Background: an optimization exercise with open tools, aiming at small area, a short achievable clock period and few clock cycles. Do not read the settings as production practice. No functional check of the RTL was part of this run. Power is estimated from default activity; no workload was simulated.

[design.v]
module pa16_ocadd (
    input  wire [15:0] a,
    input  wire [15:0] b,
    output wire [15:0] y
);
    wire [16:0] s = {1'b0, a} + {1'b0, b};
    assign y = s[15:0] + {15'd0, s[16]};
endmodule
module pa16_csum_byte (
    input  wire [15:0] acc,
    input  wire        odd,
    input  wire [7:0]  pend,
    input  wire [7:0]  b,
    output wire [15:0] acc_o,
    output wire        odd_o,
    output wire [7:0]  pend_o
);
    wire [15:0] sum;
    pa16_ocadd u_add (.a(acc), .b({pend, b}), .y(sum));
    assign acc_o  = odd ? sum : acc;
    assign odd_o  = ~odd;
    assign pend_o = odd ? 8'h00 : b;
endmodule
module pa16 (
    input  wire        clk,
    input  wire        rst,
    input  wire        h_sel,
    input  wire        h_we,
    input  wire [15:0] h_addr,
    input  wire [31:0] h_wdata,
    output reg  [31:0] h_rdata,
    output wire        fb_re,
    output wire [8:0]  fb_addr,
    input  wire [31:0] fb_rdata
);
    localparam [15:0] BUF_SIZE = 16'd2048;
    localparam [3:0] E_NONE = 4'd0, E_TRUNC = 4'd1, E_IHL = 4'd2, E_ILL = 4'd3, E_RANGE = 4'd4;
    localparam [1:0] L_CMD = 2'd0, L_ETH = 2'd1, L_IP = 2'd2, L_TCP = 2'd3;
    localparam [3:0] S_IDLE     = 4'd0,
                     S_START    = 4'd1,
                     S_CSUM     = 4'd2,
                     S_ETH_HDR  = 4'd3,
                     S_ETH_CHK  = 4'd4,
                     S_ETH_FCS  = 4'd5,
                     S_IP_HDR   = 4'd6,
                     S_IP_CHK   = 4'd7,
                     S_TCP_PH   = 4'd8,
                     S_TCP_HDR  = 4'd9,
                     S_TCP_CHK  = 4'd10;
    reg        busy, done, ovr;
    reg [3:0]  err_code;
    reg [1:0]  err_layer;
    reg [7:0]  last_op;
    reg [31:0] cmd;
    reg [15:0] flen;
    reg [15:0] acc;
    reg        odd;
    reg [7:0]  pend;
    reg [31:0] ph_src, ph_dst;
    reg [7:0]  ph_proto;
    reg [15:0] eth_dst_hi, eth_src_hi, eth_type;
    reg [31:0] eth_dst_lo, eth_src_lo, eth_pay, eth_fcs;
    reg        eth_valid, eth_tknown;
    reg [2:0]  eth_fcslen;
    reg [31:0] ip_w0, ip_w1, ip_w2, ip_src, ip_dst, ip_len, ip_pay;
    reg [15:0] ip_csum, ip_base;
    reg [5:0]  ip_stat;
    reg [31:0] tcp_ports, tcp_seq, tcp_ack, tcp_w3, tcp_w4, tcp_len, tcp_pay, tcp_base;
    reg [15:0] tcp_csum;
    reg [5:0]  tcp_stat;
    reg [3:0]  st;
    reg [11:0] s_base;           
    reg [12:0] s_len;            
    reg [12:0] s_issue;          
    reg [12:0] s_recv;           
    reg        p_valid;          
    reg [1:0]  p_lane;
    reg [12:0] p_idx;
    reg        cap_fcs;          
    reg        c_en;             
    reg [12:0] c_len;            
    reg        z_en;             
    reg [4:0]  z_idx;            
    reg [15:0] w_acc;
    reg        w_odd;
    reg [7:0]  w_pend;
    reg [7:0]  hdr [0:19];
    reg [7:0]  fcsb [0:3];
    reg [15:0] e_b, e_l;         
    reg [15:0] t_base, t_n;      
    reg        t_ph;             
    reg [31:0] p_src, p_dst;
    reg [7:0]  p_proto;
    reg [2:0]  ph_step;
    reg [15:0] eth_plen;
    reg [2:0]  eth_flen_w;
    wire [7:0]  op  = cmd[31:24];
    wire [11:0] off = cmd[23:12];
    wire [11:0] len = cmd[11:0];
    wire [13:0] h_word = h_addr[15:2];
    wire        h_wr   = h_sel & h_we;
    wire        h_rd   = h_sel & ~h_we;
    wire        srst   = h_wr & (h_word == 14'h001) & h_wdata[0];
    wire [15:0] add16_y;
    pa16_ocadd u_add16 (.a(acc), .b(cmd[15:0]), .y(add16_y));
    wire [15:0] add8_acc;
    wire        add8_odd;
    wire [7:0]  add8_pend;
    pa16_csum_byte u_add8 (.acc(acc), .odd(odd), .pend(pend), .b(cmd[7:0]),
                           .acc_o(add8_acc), .odd_o(add8_odd), .pend_o(add8_pend));
    wire [15:0] res_pad;
    pa16_ocadd u_res (.a(acc), .b({pend, 8'h00}), .y(res_pad));
    wire [15:0] csum_result = ~(odd ? res_pad : acc);
    wire [15:0] w_pad;
    pa16_ocadd u_wres (.a(w_acc), .b({w_pend, 8'h00}), .y(w_pad));
    wire [15:0] w_final = ~(w_odd ? w_pad : w_acc);
    reg  [15:0] ph_word;
    always @* begin
        case (ph_step)
            3'd0: ph_word = p_src[31:16];
            3'd1: ph_word = p_src[15:0];
            3'd2: ph_word = p_dst[31:16];
            3'd3: ph_word = p_dst[15:0];
            3'd4: ph_word = {8'h00, p_proto};
            default: ph_word = t_n;
        endcase
    end
    wire [15:0] ph_sum;
    pa16_ocadd u_ph (.a(w_acc), .b(ph_word), .y(ph_sum));
    wire        streaming = (st == S_CSUM) | (st == S_ETH_HDR) | (st == S_ETH_FCS) |
                            (st == S_IP_HDR) | (st == S_TCP_HDR);
    wire [11:0] s_addr    = s_base + s_issue[11:0];
    assign fb_re   = streaming & (s_issue < s_len);
    assign fb_addr = s_addr[10:2];
    wire        s_done    = (s_recv == s_len) & ~p_valid;
    reg [7:0] rbyte;
    always @* begin
        case (p_lane)
            2'd0: rbyte = fb_rdata[31:24];
            2'd1: rbyte = fb_rdata[23:16];
            2'd2: rbyte = fb_rdata[15:8];
            default: rbyte = fb_rdata[7:0];
        endcase
    end
    wire       zero_hit = z_en & ((p_idx == {8'd0, z_idx}) | (p_idx == {8'd0, z_idx} + 13'd1));
    wire [7:0] sbyte    = zero_hit ? 8'h00 : rbyte;
    wire [15:0] sb_acc;
    wire        sb_odd;
    wire [7:0]  sb_pend;
    pa16_csum_byte u_sbyte (.acc(w_acc), .odd(w_odd), .pend(w_pend), .b(sbyte),
                            .acc_o(sb_acc), .odd_o(sb_odd), .pend_o(sb_pend));
    reg illegal;
    always @* begin
        case (op)
            8'h00, 8'h01, 8'h20:        illegal = |cmd[23:0];
            8'h02:                      illegal = |cmd[23:16];
            8'h03:                      illegal = |cmd[23:8];
            8'h04, 8'h21, 8'h22, 8'h23: illegal = 1'b0;
            8'h10, 8'h11:               illegal = |cmd[11:0];
            default:                    illegal = 1'b1;
        endcase
    end
    wire range_ol = ({4'd0, off} + {4'd0, len}) > BUF_SIZE;
    wire range_o20 = ({4'd0, off} + 16'd20) > BUF_SIZE;
    wire [15:0] eth_rem   = flen - 16'd14;
    wire [15:0] etype     = {hdr[12], hdr[13]};
    wire        is_ipv4   = (etype == 16'h0800);
    wire [15:0] eth_tl    = {hdr[16], hdr[17]};
    wire        eth_short = (flen < 16'd14);
    wire        eth_trunc = eth_short | (is_ipv4 & ((eth_rem < 16'd4) | (eth_rem < eth_tl)));
    wire [15:0] eth_pl    = is_ipv4 ? eth_tl : ((eth_rem > 16'd1500) ? 16'd1500 : eth_rem);
    wire [15:0] eth_left  = eth_rem - eth_pl;
    wire [2:0]  eth_fl    = (eth_left > 16'd4) ? 3'd4 : eth_left[2:0];
    wire [3:0]  ip_ihl    = hdr[0][3:0];
    wire [15:0] ip_hlen   = {10'd0, ip_ihl, 2'b00};
    wire [15:0] ip_tl     = {hdr[2], hdr[3]};
    wire [15:0] ip_plen   = (ip_tl > ip_hlen) ? (ip_tl - ip_hlen) : 16'd0;
    wire [16:0] ip_need   = {1'b0, ip_hlen} + {1'b0, ip_plen};
    wire [7:0]  ip_proto  = hdr[9];
    wire        ip_pknown = (ip_proto <= 8'd6) | (ip_proto == 8'd9);
    wire        ip_rsv    = hdr[6][5];
    wire [31:0] f_ip_w0   = {hdr[0], hdr[1], hdr[2], hdr[3]};
    wire [31:0] f_ip_w1   = {hdr[4], hdr[5], hdr[6][5], hdr[6][6], hdr[6][7], hdr[6][4:0], hdr[7]};
    wire [31:0] f_ip_w2   = {hdr[8], hdr[9], hdr[10], hdr[11]};
    wire [31:0] f_ip_src  = {hdr[12], hdr[13], hdr[14], hdr[15]};
    wire [31:0] f_ip_dst  = {hdr[16], hdr[17], hdr[18], hdr[19]};
    wire [15:0] ip_calc   = ~w_acc;
    wire [3:0]  tcp_doff  = hdr[12][7:4];
    wire [15:0] tcp_hlen  = {10'd0, tcp_doff, 2'b00};
    wire [15:0] tcp_rx    = {hdr[16], hdr[17]};
    wire [15:0] tcp_calc  = t_ph ? w_final : 16'd0;
    wire [1:0]  tcp_cst   = t_ph ? ((w_final == tcp_rx) ? 2'd1 : 2'd2) : 2'd0;
    wire [15:0] tcp_slen  = (t_n < 16'd20) ? 16'd20 : t_n;
    always @(posedge clk) begin
        if (rst | srst) begin
            busy <= 1'b0; done <= 1'b0; ovr <= 1'b0;
            err_code <= 4'd0; err_layer <= 2'd0; last_op <= 8'd0; cmd <= 32'd0;
            flen <= 16'd0; acc <= 16'd0; odd <= 1'b0; pend <= 8'd0;
            ph_src <= 32'd0; ph_dst <= 32'd0; ph_proto <= 8'd0;
            eth_dst_hi <= 16'd0; eth_dst_lo <= 32'd0; eth_src_hi <= 16'd0; eth_src_lo <= 32'd0;
            eth_type <= 16'd0; eth_pay <= 32'd0; eth_fcs <= 32'd0;
            eth_valid <= 1'b0; eth_tknown <= 1'b0; eth_fcslen <= 3'd0;
            ip_w0 <= 32'd0; ip_w1 <= 32'd0; ip_w2 <= 32'd0; ip_src <= 32'd0; ip_dst <= 32'd0;
            ip_csum <= 16'd0; ip_len <= 32'd0; ip_pay <= 32'd0; ip_base <= 16'd0; ip_stat <= 6'd0;
            tcp_ports <= 32'd0; tcp_seq <= 32'd0; tcp_ack <= 32'd0; tcp_w3 <= 32'd0; tcp_w4 <= 32'd0;
            tcp_csum <= 16'd0; tcp_len <= 32'd0; tcp_pay <= 32'd0; tcp_base <= 32'd0; tcp_stat <= 6'd0;
            st <= S_IDLE;
            s_base <= 12'd0; s_len <= 13'd0; s_issue <= 13'd0; s_recv <= 13'd0;
            p_valid <= 1'b0; p_lane <= 2'd0; p_idx <= 13'd0;
            cap_fcs <= 1'b0; c_en <= 1'b0; c_len <= 13'd0; z_en <= 1'b0; z_idx <= 5'd0;
            w_acc <= 16'd0; w_odd <= 1'b0; w_pend <= 8'd0;
            e_b <= 16'd0; e_l <= 16'd0; t_base <= 16'd0; t_n <= 16'd0; t_ph <= 1'b0;
            p_src <= 32'd0; p_dst <= 32'd0; p_proto <= 8'd0; ph_step <= 3'd0;
            eth_plen <= 16'd0; eth_flen_w <= 3'd0;
        end else begin
            if (h_wr) begin
                if (busy) begin
                    ovr <= 1'b1;
                end else begin
                    case (h_word)
                        14'h002: begin
                            if (h_wdata[1]) done <= 1'b0;
                            if (h_wdata[2]) ovr  <= 1'b0;
                        end
                        14'h003: begin
                            busy <= 1'b1; cmd <= h_wdata; last_op <= h_wdata[31:24];
                            done <= 1'b0; err_code <= E_NONE; err_layer <= L_CMD;
                            st <= S_START;
                        end
                        14'h004: flen <= h_wdata[15:0];
                        14'h005: begin
                            acc  <= h_wdata[15:0];
                            odd  <= h_wdata[16];
                            pend <= h_wdata[16] ? h_wdata[31:24] : 8'h00;
                        end
                        14'h02C: ph_src   <= h_wdata;
                        14'h02D: ph_dst   <= h_wdata;
                        14'h02E: ph_proto <= h_wdata[7:0];
                        default: ;
                    endcase
                end
            end
            if (streaming) begin
                if (fb_re) begin
                    s_issue <= s_issue + 13'd1;
                    p_valid <= 1'b1;
                    p_lane  <= s_addr[1:0];
                    p_idx   <= s_issue;
                end else begin
                    p_valid <= 1'b0;
                end
                if (p_valid) begin
                    s_recv <= s_recv + 13'd1;
                    if (cap_fcs) begin
                        if (p_idx < 13'd4) fcsb[p_idx[1:0]] <= rbyte;
                    end else begin
                        if (p_idx < 13'd20) hdr[p_idx[4:0]] <= rbyte;
                    end
                    if (c_en && (p_idx < c_len)) begin
                        w_acc  <= sb_acc;
                        w_odd  <= sb_odd;
                        w_pend <= sb_pend;
                    end
                end
            end
            case (st)
                S_IDLE: ;
                S_START: begin
                    if (illegal) begin
                        err_code <= E_ILL; err_layer <= L_CMD;
                        busy <= 1'b0; done <= 1'b1; st <= S_IDLE;
                    end else begin
                        case (op)
                            8'h00: begin
                                busy <= 1'b0; done <= 1'b1; st <= S_IDLE;
                            end
                            8'h01: begin
                                acc <= 16'd0; odd <= 1'b0; pend <= 8'd0;
                                busy <= 1'b0; done <= 1'b1; st <= S_IDLE;
                            end
                            8'h02: begin
                                acc <= add16_y;
                                busy <= 1'b0; done <= 1'b1; st <= S_IDLE;
                            end
                            8'h03: begin
                                acc <= add8_acc; odd <= add8_odd; pend <= add8_pend;
                                busy <= 1'b0; done <= 1'b1; st <= S_IDLE;
                            end
                            8'h04: begin
                                if (range_ol) begin
                                    err_code <= E_RANGE; err_layer <= L_CMD;
                                    busy <= 1'b0; done <= 1'b1; st <= S_IDLE;
                                end else begin
                                    w_acc <= acc; w_odd <= odd; w_pend <= pend;
                                    s_base <= off; s_len <= {1'b0, len};
                                    s_issue <= 13'd0; s_recv <= 13'd0;
                                    cap_fcs <= 1'b0; c_en <= 1'b1; c_len <= {1'b0, len}; z_en <= 1'b0;
                                    st <= S_CSUM;
                                end
                            end
                            8'h10, 8'h11: begin
                                if (range_o20) begin
                                    err_code <= E_RANGE; err_layer <= L_CMD;
                                    busy <= 1'b0; done <= 1'b1; st <= S_IDLE;
                                end else begin
                                    if (op == 8'h10) begin
                                        ip_w0 <= 32'd0; ip_w1 <= 32'd0; ip_w2 <= 32'd0; ip_src <= 32'd0;
                                        ip_dst <= 32'd0; ip_csum <= 16'd0; ip_len <= 32'd0; ip_pay <= 32'd0;
                                        ip_base <= 16'd0; ip_stat <= 6'd0;
                                        e_b <= {4'd0, off};
                                        st <= S_IP_HDR;
                                    end else begin
                                        tcp_ports <= 32'd0; tcp_seq <= 32'd0; tcp_ack <= 32'd0; tcp_w3 <= 32'd0;
                                        tcp_w4 <= 32'd0; tcp_csum <= 16'd0; tcp_len <= 32'd0; tcp_pay <= 32'd0;
                                        tcp_base <= 32'd0; tcp_stat <= 6'd0;
                                        t_base <= {4'd0, off}; t_n <= 16'd0; t_ph <= 1'b0;
                                        st <= S_TCP_HDR;
                                    end
                                    s_base <= off; s_len <= 13'd20;
                                    s_issue <= 13'd0; s_recv <= 13'd0;
                                    cap_fcs <= 1'b0; c_en <= 1'b0; c_len <= 13'd0; z_en <= 1'b0;
                                end
                            end
                            8'h20: begin
                                if (flen > BUF_SIZE) begin
                                    err_code <= E_RANGE; err_layer <= L_CMD;
                                    busy <= 1'b0; done <= 1'b1; st <= S_IDLE;
                                end else begin
                                    eth_dst_hi <= 16'd0; eth_dst_lo <= 32'd0; eth_src_hi <= 16'd0;
                                    eth_src_lo <= 32'd0; eth_type <= 16'd0; eth_pay <= 32'd0;
                                    eth_fcs <= 32'd0; eth_valid <= 1'b0; eth_tknown <= 1'b0;
                                    eth_fcslen <= 3'd0;
                                    ip_w0 <= 32'd0; ip_w1 <= 32'd0; ip_w2 <= 32'd0; ip_src <= 32'd0;
                                    ip_dst <= 32'd0; ip_csum <= 16'd0; ip_len <= 32'd0; ip_pay <= 32'd0;
                                    ip_base <= 16'd0; ip_stat <= 6'd0;
                                    tcp_ports <= 32'd0; tcp_seq <= 32'd0; tcp_ack <= 32'd0; tcp_w3 <= 32'd0;
                                    tcp_w4 <= 32'd0; tcp_csum <= 16'd0; tcp_len <= 32'd0; tcp_pay <= 32'd0;
                                    tcp_base <= 32'd0; tcp_stat <= 6'd0;
                                    s_base <= 12'd0; s_len <= 13'd18;
                                    s_issue <= 13'd0; s_recv <= 13'd0;
                                    cap_fcs <= 1'b0; c_en <= 1'b0; c_len <= 13'd0; z_en <= 1'b0;
                                    st <= S_ETH_HDR;
                                end
                            end
                            8'h21: begin
                                if (range_ol) begin
                                    err_code <= E_RANGE; err_layer <= L_CMD;
                                    busy <= 1'b0; done <= 1'b1; st <= S_IDLE;
                                end else begin
                                    ip_w0 <= 32'd0; ip_w1 <= 32'd0; ip_w2 <= 32'd0; ip_src <= 32'd0;
                                    ip_dst <= 32'd0; ip_csum <= 16'd0; ip_len <= 32'd0; ip_pay <= 32'd0;
                                    ip_base <= 16'd0; ip_stat <= 6'd0;
                                    tcp_ports <= 32'd0; tcp_seq <= 32'd0; tcp_ack <= 32'd0; tcp_w3 <= 32'd0;
                                    tcp_w4 <= 32'd0; tcp_csum <= 16'd0; tcp_len <= 32'd0; tcp_pay <= 32'd0;
                                    tcp_base <= 32'd0; tcp_stat <= 6'd0;
                                    e_b <= {4'd0, off}; e_l <= {4'd0, len};
                                    w_acc <= 16'd0; w_odd <= 1'b0; w_pend <= 8'd0;
                                    s_base <= off; s_len <= 13'd20;
                                    s_issue <= 13'd0; s_recv <= 13'd0;
                                    cap_fcs <= 1'b0; c_en <= 1'b1; c_len <= 13'd20;
                                    z_en <= 1'b1; z_idx <= 5'd10;
                                    st <= S_IP_HDR;
                                end
                            end
                            default: begin   
                                if (range_ol) begin
                                    err_code <= E_RANGE; err_layer <= L_CMD;
                                    busy <= 1'b0; done <= 1'b1; st <= S_IDLE;
                                end else begin
                                    tcp_ports <= 32'd0; tcp_seq <= 32'd0; tcp_ack <= 32'd0; tcp_w3 <= 32'd0;
                                    tcp_w4 <= 32'd0; tcp_csum <= 16'd0; tcp_len <= 32'd0; tcp_pay <= 32'd0;
                                    tcp_base <= 32'd0; tcp_stat <= 6'd0;
                                    t_base <= {4'd0, off}; t_n <= {4'd0, len};
                                    if (op == 8'h23) begin
                                        t_ph <= 1'b1;
                                        p_src <= ph_src; p_dst <= ph_dst; p_proto <= ph_proto;
                                        w_acc <= 16'd0; w_odd <= 1'b0; w_pend <= 8'd0;
                                        ph_step <= 3'd0;
                                        st <= S_TCP_PH;
                                    end else begin
                                        t_ph <= 1'b0;
                                        s_base <= off; s_len <= 13'd20;
                                        s_issue <= 13'd0; s_recv <= 13'd0;
                                        cap_fcs <= 1'b0; c_en <= 1'b0; c_len <= 13'd0; z_en <= 1'b0;
                                        st <= S_TCP_HDR;
                                    end
                                end
                            end
                        endcase
                    end
                end
                S_CSUM: begin
                    if (s_done) begin
                        acc <= w_acc; odd <= w_odd; pend <= w_pend;
                        busy <= 1'b0; done <= 1'b1; st <= S_IDLE;
                    end
                end
                S_ETH_HDR: begin
                    if (s_done) st <= S_ETH_CHK;
                end
                S_ETH_CHK: begin
                    if (eth_trunc) begin
                        err_code <= E_TRUNC; err_layer <= L_ETH;
                        busy <= 1'b0; done <= 1'b1; st <= S_IDLE;
                    end else begin
                        eth_plen   <= eth_pl;
                        eth_flen_w <= eth_fl;
                        s_base <= eth_pl[11:0] + 12'd14; s_len <= 13'd4;
                        s_issue <= 13'd0; s_recv <= 13'd0;
                        cap_fcs <= 1'b1; c_en <= 1'b0; z_en <= 1'b0;
                        st <= S_ETH_FCS;
                    end
                end
                S_ETH_FCS: begin
                    if (s_done) begin
                        eth_dst_hi <= {hdr[0], hdr[1]};
                        eth_dst_lo <= {hdr[2], hdr[3], hdr[4], hdr[5]};
                        eth_src_hi <= {hdr[6], hdr[7]};
                        eth_src_lo <= {hdr[8], hdr[9], hdr[10], hdr[11]};
                        eth_type   <= etype;
                        eth_pay    <= {16'd14, eth_plen};
                        eth_fcs    <= {(eth_flen_w > 3'd0) ? fcsb[0] : 8'h00,
                                       (eth_flen_w > 3'd1) ? fcsb[1] : 8'h00,
                                       (eth_flen_w > 3'd2) ? fcsb[2] : 8'h00,
                                       (eth_flen_w > 3'd3) ? fcsb[3] : 8'h00};
                        eth_valid  <= 1'b1;
                        eth_tknown <= is_ipv4;
                        eth_fcslen <= eth_flen_w;
                        if (is_ipv4) begin
                            e_b <= 16'd14; e_l <= eth_tl;
                            w_acc <= 16'd0; w_odd <= 1'b0; w_pend <= 8'd0;
                            s_base <= 12'd14; s_len <= 13'd20;
                            s_issue <= 13'd0; s_recv <= 13'd0;
                            cap_fcs <= 1'b0; c_en <= 1'b1; c_len <= 13'd20;
                            z_en <= 1'b1; z_idx <= 5'd10;
                            st <= S_IP_HDR;
                        end else begin
                            busy <= 1'b0; done <= 1'b1; st <= S_IDLE;
                        end
                    end
                end
                S_IP_HDR: begin
                    if (s_done) st <= S_IP_CHK;
                end
                S_IP_CHK: begin
                    if (op == 8'h10) begin
                        ip_w0 <= f_ip_w0; ip_w1 <= f_ip_w1; ip_w2 <= f_ip_w2;
                        ip_src <= f_ip_src; ip_dst <= f_ip_dst;
                        ip_base <= e_b;
                        ip_stat <= {1'b1, 1'b0, ip_pknown, ip_rsv, 1'b0, 1'b0};
                        busy <= 1'b0; done <= 1'b1; st <= S_IDLE;
                    end else if (e_l < 16'd20) begin
                        err_code <= E_TRUNC; err_layer <= L_IP;
                        busy <= 1'b0; done <= 1'b1; st <= S_IDLE;
                    end else if (ip_ihl < 4'd5) begin
                        err_code <= E_IHL; err_layer <= L_IP;
                        busy <= 1'b0; done <= 1'b1; st <= S_IDLE;
                    end else if ((e_l < ip_hlen) || ({1'b0, e_l} < ip_need)) begin
                        err_code <= E_TRUNC; err_layer <= L_IP;
                        busy <= 1'b0; done <= 1'b1; st <= S_IDLE;
                    end else begin
                        ip_w0 <= f_ip_w0; ip_w1 <= f_ip_w1; ip_w2 <= f_ip_w2;
                        ip_src <= f_ip_src; ip_dst <= f_ip_dst;
                        ip_csum <= ip_calc;
                        ip_len  <= {ip_hlen - 16'd20, ip_hlen};
                        ip_pay  <= {e_b + ip_hlen, ip_plen};
                        ip_base <= e_b;
                        ip_stat <= {1'b0, (ip_proto == 8'd6), ip_pknown, ip_rsv,
                                    (ip_calc == {hdr[10], hdr[11]}), 1'b1};
                        if (ip_proto == 8'd6) begin
                            t_base <= e_b + ip_hlen; t_n <= ip_plen; t_ph <= 1'b1;
                            p_src <= f_ip_src; p_dst <= f_ip_dst; p_proto <= ip_proto;
                            w_acc <= 16'd0; w_odd <= 1'b0; w_pend <= 8'd0;
                            ph_step <= 3'd0;
                            st <= S_TCP_PH;
                        end else begin
                            busy <= 1'b0; done <= 1'b1; st <= S_IDLE;
                        end
                    end
                end
                S_TCP_PH: begin
                    w_acc   <= ph_sum;
                    ph_step <= ph_step + 3'd1;
                    if (ph_step == 3'd5) begin
                        s_base <= t_base[11:0]; s_len <= tcp_slen[12:0];
                        s_issue <= 13'd0; s_recv <= 13'd0;
                        cap_fcs <= 1'b0; c_en <= 1'b1; c_len <= t_n[12:0];
                        z_en <= 1'b1; z_idx <= 5'd16;
                        st <= S_TCP_HDR;
                    end
                end
                S_TCP_HDR: begin
                    if (s_done) st <= S_TCP_CHK;
                end
                S_TCP_CHK: begin
                    if (op == 8'h11) begin
                        tcp_ports <= {hdr[0], hdr[1], hdr[2], hdr[3]};
                        tcp_seq   <= {hdr[4], hdr[5], hdr[6], hdr[7]};
                        tcp_ack   <= {hdr[8], hdr[9], hdr[10], hdr[11]};
                        tcp_w3    <= {hdr[12], hdr[13], hdr[14], hdr[15]};
                        tcp_w4    <= {hdr[16], hdr[17], hdr[18], hdr[19]};
                        tcp_base  <= {16'd0, t_base};
                        tcp_stat  <= 6'b100000;
                        busy <= 1'b0; done <= 1'b1; st <= S_IDLE;
                    end else if (t_n < 16'd20) begin
                        err_code <= E_TRUNC; err_layer <= L_TCP;
                        busy <= 1'b0; done <= 1'b1; st <= S_IDLE;
                    end else if (tcp_doff < 4'd5) begin
                        err_code <= E_IHL; err_layer <= L_TCP;
                        busy <= 1'b0; done <= 1'b1; st <= S_IDLE;
                    end else if (t_n < tcp_hlen) begin
                        err_code <= E_TRUNC; err_layer <= L_TCP;
                        busy <= 1'b0; done <= 1'b1; st <= S_IDLE;
                    end else begin
                        tcp_ports <= {hdr[0], hdr[1], hdr[2], hdr[3]};
                        tcp_seq   <= {hdr[4], hdr[5], hdr[6], hdr[7]};
                        tcp_ack   <= {hdr[8], hdr[9], hdr[10], hdr[11]};
                        tcp_w3    <= {hdr[12], hdr[13], hdr[14], hdr[15]};
                        tcp_w4    <= {hdr[16], hdr[17], hdr[18], hdr[19]};
                        tcp_csum  <= tcp_calc;
                        tcp_len   <= {tcp_hlen - 16'd20, tcp_hlen};
                        tcp_pay   <= {t_base + tcp_hlen, t_n - tcp_hlen};
                        tcp_base  <= {t_n, t_base};
                        tcp_stat  <= {3'b000, tcp_cst, 1'b1};
                        busy <= 1'b0; done <= 1'b1; st <= S_IDLE;
                    end
                end
                default: st <= S_IDLE;
            endcase
        end
    end
    reg [31:0] rd_mux;
    always @* begin
        case (h_word)
            14'h000: rd_mux = 32'h5041_0001;
            14'h002: rd_mux = {8'd0, last_op, 6'd0, err_layer, err_code, (err_code != 4'd0), ovr, done, busy};
            14'h004: rd_mux = {16'd0, flen};
            14'h005: rd_mux = {pend, 7'd0, odd, acc};
            14'h006: rd_mux = {16'd0, csum_result};
            14'h007: rd_mux = {16'd0, BUF_SIZE};
            14'h008: rd_mux = {16'd0, eth_dst_hi};
            14'h009: rd_mux = eth_dst_lo;
            14'h00A: rd_mux = {16'd0, eth_src_hi};
            14'h00B: rd_mux = eth_src_lo;
            14'h00C: rd_mux = {16'd0, eth_type};
            14'h00D: rd_mux = eth_pay;
            14'h00E: rd_mux = eth_fcs;
            14'h00F: rd_mux = {25'd0, eth_fcslen, 2'b00, eth_tknown, eth_valid};
            14'h010: rd_mux = ip_w0;
            14'h011: rd_mux = ip_w1;
            14'h012: rd_mux = ip_w2;
            14'h013: rd_mux = ip_src;
            14'h014: rd_mux = ip_dst;
            14'h015: rd_mux = {16'd0, ip_csum};
            14'h016: rd_mux = ip_len;
            14'h017: rd_mux = ip_pay;
            14'h018: rd_mux = {16'd0, ip_base};
            14'h019: rd_mux = {26'd0, ip_stat};
            14'h020: rd_mux = tcp_ports;
            14'h021: rd_mux = tcp_seq;
            14'h022: rd_mux = tcp_ack;
            14'h023: rd_mux = tcp_w3;
            14'h024: rd_mux = tcp_w4;
            14'h025: rd_mux = {16'd0, tcp_csum};
            14'h026: rd_mux = tcp_len;
            14'h027: rd_mux = tcp_pay;
            14'h028: rd_mux = tcp_base;
            14'h029: rd_mux = {26'd0, tcp_stat};
            14'h02C: rd_mux = ph_src;
            14'h02D: rd_mux = ph_dst;
            14'h02E: rd_mux = {24'd0, ph_proto};
            default: rd_mux = 32'd0;
        endcase
    end
    always @(posedge clk) begin
        if (rst)
            h_rdata <= 32'd0;
        else if (h_rd)
            h_rdata <= rd_mux;
    end
endmodule
[run.sh]
#!/bin/bash
# synth_recipe.tcl (not shown) runs the flow's synth.tcl, then flattens the netlist and writes it again
# the make line also repeats each setting of config.mk as NAME=value (left out here)
make -C /OpenROAD-flow-scripts/flow DESIGN_CONFIG=/design/flow/config.mk WORK_HOME=/design/flow/orfs CLKGATE_MAP_FILE= SYNTH_SCRIPT=/design/flow/synth_recipe.tcl finish
[config.mk]
export PLATFORM = sky130hd
export DESIGN_NAME = pa16
export DESIGN_NICKNAME = pa16
export VERILOG_FILES = /design/flow/design.v
export SDC_FILE = /design/flow/constraint.sdc
export NUM_CORES = 4
export LEC_CHECK = 0
export CAP_MARGIN = 20
export CORE_MARGIN = 2
export CORE_UTILIZATION = 40
export PLACE_DENSITY = 0.6
export SLEW_MARGIN = 20
[constraint.sdc]
create_clock -name core_clock -period 10.0 [get_ports {clk}]
set_input_delay 2.0000 -clock core_clock [delete_from_list [all_inputs] [get_ports {clk}]]
set_output_delay 2.0000 -clock core_clock [all_outputs]
set_load 0.01 [all_outputs]
==> summary.md <==
| Metric | Value |
|---|---|
| Area Growth Syn to Fin | 13.3% |
| Total track usage | 0.420 |
| Pins Over Slew Limit | 0 |
| Hold path cells | 2 |
| Starting DRT DRC Count | 12500 |
| VDD IR max | 0.000187 V |
| XOR/XNOR share of the synthesized area | 0.0375 |
| Reg2Reg Depth | 27 |
| Worst-Skew Late Latency | 0.84 ns |
| Sequential fraction of the synthesis area | 0.425 |
| Final Hold Viols | 0 |
| Number of buffers added on ports | 123 |
| Final worst path period share | 0.815 |
| Critical path arrival | 8.80 ns |
| Die width | 408 microns |
| Post-route design area | 73800 sq um |
| Largest family of logic cells by synthesized area | compound AO/OA/AOI/OAI gates |
| Synth area leader | dfxtp_1 |
| Simple-gate area share of the yosys netlist | 0.200 |
| Post-Route Setup TNS | 0 ns |
| Worst Tran Pin Value | 1.35 ns |
| Number of flip-flops under the largest register name | 160 |
| Root Driver | clkbuf_16 |
| Rows | 148 |
| # IOs | 126 |
| GRT overflow | 0 |
| CTS tree | built |
| Setup crit end kind | register |
| CP max stage cell | o31a_2 |
| Die height | 408 microns |
| Clock-pin transition on the worst setup and hold timing paths | 0.06 ns |
| Placeable Area | 162000 sq um |
| Unrepaired setup endpoints after global routing | no |
| Netlist cell types | 95 |
| Sink Count | 1287 |
| Final Setup Violations | 0 |
| Num CTS Buffers | 146 |
| Total number of vias | 67400 |
| Initial Util | 0.402 |
| Nets | 7886 |
| Primary FF master, synth | dfxtp_1 |
| DP Wirelength | 253 mm |
| Largest net degree at the start of global routing | 212 |
| Placed instance area | 68800 sq um |
| Non-Filler Instances | 9932 |
| Top cells by area, synth | dfxtp_1 (34%), edfxtp_1 (8.9%), a21oi_1 (6.2%), nand2_1 (5.6%), nand3_1 (5.0%) |
| Vias in the first global route | 60300 |
| Post-Syn Instances | 7717 |
| Kind of critical path | reg -> reg |
| PD cells | 169 nW/um^2 |
| Worst Setup Start Kind | register |
| CTS-repair resized insts | 0 |
| Slew HR | 0.101 |
| Max-cap violations | 0 |
| Worst Path Required | 10.65 ns |
| Cell area after synthesis | 65100 sq um |
| RR Endpoint | t_base[12] |
| Post-CTS Setup Inserts | 0 |
| Initial antenna violation count | 37 |
| Synthesized area per cell | 8.44 sq um |
| Largest stage delay on the critical path | 0.87 ns |
| Post-synth EDFFs | 192 |
| Post-route ant nets | 0 |
| Routed len/inst | 36.6 microns |
| Post-placement cell count | 9615 |
| Leakage | 24.8 nW |
| Synthesis-stage register bit count | 1287 |
| First-pass GRT wire length | 493 mm |
| Vias per cell | 6.79 |
| Hold crit path type | reg -> reg |
| DRC Markers | 0 |
| R2r startpoint | hdr[0][0] |
| HP Start | ip_w0[14] |
| Post-layout min period | 8.15 ns |
| Syn Nets | 8009 |
| Final Skew | 0.0486 ns |
| Ys async rst share | 0 |
| Share of cells above drive strength 1 | 0.0757 |
| Top cell type's share of synthesized area | 0.337 |
| Synth Warn # | 1 |
| Worst Path Max Fanout | 26 |
| CTS Hold Bufs | 0 |
| Maximum clock insertion buffer count | 3 |
| Post-synthesis mux area share | 0.0292 |
| WL final | 364 mm |
| Synth Area in Adders | 0.0415 |
| Placer Congestion | 1.09 |
| Compound-cell area share of the yosys netlist | 0.220 |
| DRT Pass-1 Iters | 9 |
| R2R setup slack | 1.85 ns |
| H-tree depth | 4 |
| Hold Crit Endpoint | ip_w0[14] |
| Die ar. | 166000 sq um |
| Fmax | 123 MHz |
| Status | complete, no violations |
[stage by stage]
stage | worst slack (ns) | util | hold slack, ns | power (W)
finish | 1.85 | 0.455 | 0.452 | 0.0125
global route | 1.34 | 0.455 | 0.462 | 0.0127
CTS | 1.96 | 0.454 | 0.451 | 0.0124
detailed placement | 2.01 | 0.424 | 0.443 | 0.00691
global placement | 2.00 | 0.424 | 0.438 | 0.00691
floorplan | 3.66 | - | 0.430 | 0.00623
[worst max-delay path, delay by kind of cell, from the launching register on]
| kind | cells | cell delay, ns |
|---|---|---|
| simple gates | 9 | 1.58 |
| buf+inv | 3 | 0.74 |
| mux | 1 | 0.23 |
| fa+ha+maj | 5 | 1.62 |
| flops | 1 | 0.83 |
| compound gates | 9 | 2.96 |
[per-layer routing]
metal	track usage	routed length [microns]	vias up
li1	-	-	28100
met1	0.529	134000	32700
met2	0.569	142000	5351
met3	0.165	53600	1265
met4	0.328	34000	16
met5	0	111	-
[report_power, final]
group | internal [W] | leakage (nW) | switching [W]
sequential | 0.00536 | 10.6 | 0.000124
combinational | 0.000382 | 11.9 | 0.00102
clock | 0.00319 | 2.38 | 0.00240
[synthesized netlist by cell type (all sizes together), types with 111 or more instances]
master	instances
a22oi	326
nor2	639
edfxtp	192
mux2i	162
a21oi	801
o21ai	206
buf	146
nand4	118
xnor2	148
nand2	977
inv	121
xor2	128
nor3	111
clkbuf	494
ha	195
dfxtp	1095
nand3	645
[worst max path at each step]
stage	startpoint	to	slack, ns	depth (start not counted)
final	hdr[0][0]	t_base[12]	1.85	27
after global routing	hdr[0][0]	t_base[3]	1.34	27
after CTS	hdr[0][0]	t_base[7]	1.96	27
after detailed placement	hdr[0][0]	t_base[8]	2.01	27
after global placement	hdr[0][0]	t_base[9]	2.00	27
after floorplan	hdr[0][0]	w_acc[6]	3.66	27
[cell families after synthesis]
family / Yosys count
AO/OA/AOI/OAI: 2159
XOR/XNOR: 277
adder cells (fa/ha/maj): 208
buffers and inverters: 761
flip-flops: 1287
multiplexers: 179
AND/OR/NAND/NOR: 2846
[cell usage in the layout (no fill, tap or decap), types with 19 or more instances in the layout]
cell / n
and3_1: 41
clkinv_2: 23
inv_1: 121
nand3_1: 644
nand2b_1: 49
o21a_1: 32
clkdlybuf4s50_1: 122
o211ai_1: 32
a22oi_1: 326
o31ai_1: 94
a31oi_1: 38
a21o_1: 54
nor3_1: 101
and2_1: 19
a211oi_1: 94
a22o_1: 52
or3_1: 37
clkbuf_16: 154
nand4_1: 118
mux2i_1: 162
buf_4: 227
dfxtp_1: 1095
diode_2: 39
nor2_1: 614
a311oi_1: 27
a222oi_1: 82
edfxtp_1: 192
xnor2_1: 148
a2111oi_0: 19
clkbuf_1: 41
xor2_1: 128
o41ai_1: 24
o22ai_1: 25
a21oi_1: 800
nor2b_1: 52
a221oi_1: 97
ha_1: 195
nor4_1: 52
nand2_1: 976
o21ai_0: 200
[layout make-up]
| class | instances | area (sq um) |
|---|---|---|
| Fill cell | 15900 | 88400 |
| Multi-Input combinational cell | 5669 | 34800 |
| Sequential cell | 1287 | 27700 |
| Clock buffer | 211 | 4230 |
| Timing Repair Buffer | 369 | 3240 |
| Tap cell | 2175 | 2720 |
| Clock inverter | 61 | 622 |
| Inverter | 121 | 454 |
| Antenna cell | 39 | 97.6 |

[re-timing with driven ports]
The results above use ideal ports. As a check the final layout listed here was re-extracted and re-timed, cells and wires unchanged. Step 1 sets driving cells, clkbuf_16 on the clock port and buf_2 on the other inputs (assumed; they add their load-dependent delay and slew). Step 2 adds t to the input delays and takes it off the output delays; t is the mean of the earliest and latest rising clock arrival at the registers after step 1. Input paths then give back, and output paths get back, about the clock's delay inside the block. Slacks: no drivers / after step 1 / after step 2; pairs: no drivers / after step 1.
t, ns: 0.907
setup slack, ns: 1.849 / 1.849 / 1.849
worst register clock-pin slew, ns: 0.07 / 0.07
pins driven straight from the clock port: 1
After both steps setup and hold are still met in this run. The setup slack of this run moves by 0.000 ns with the drivers and by 0.000 ns with both steps.
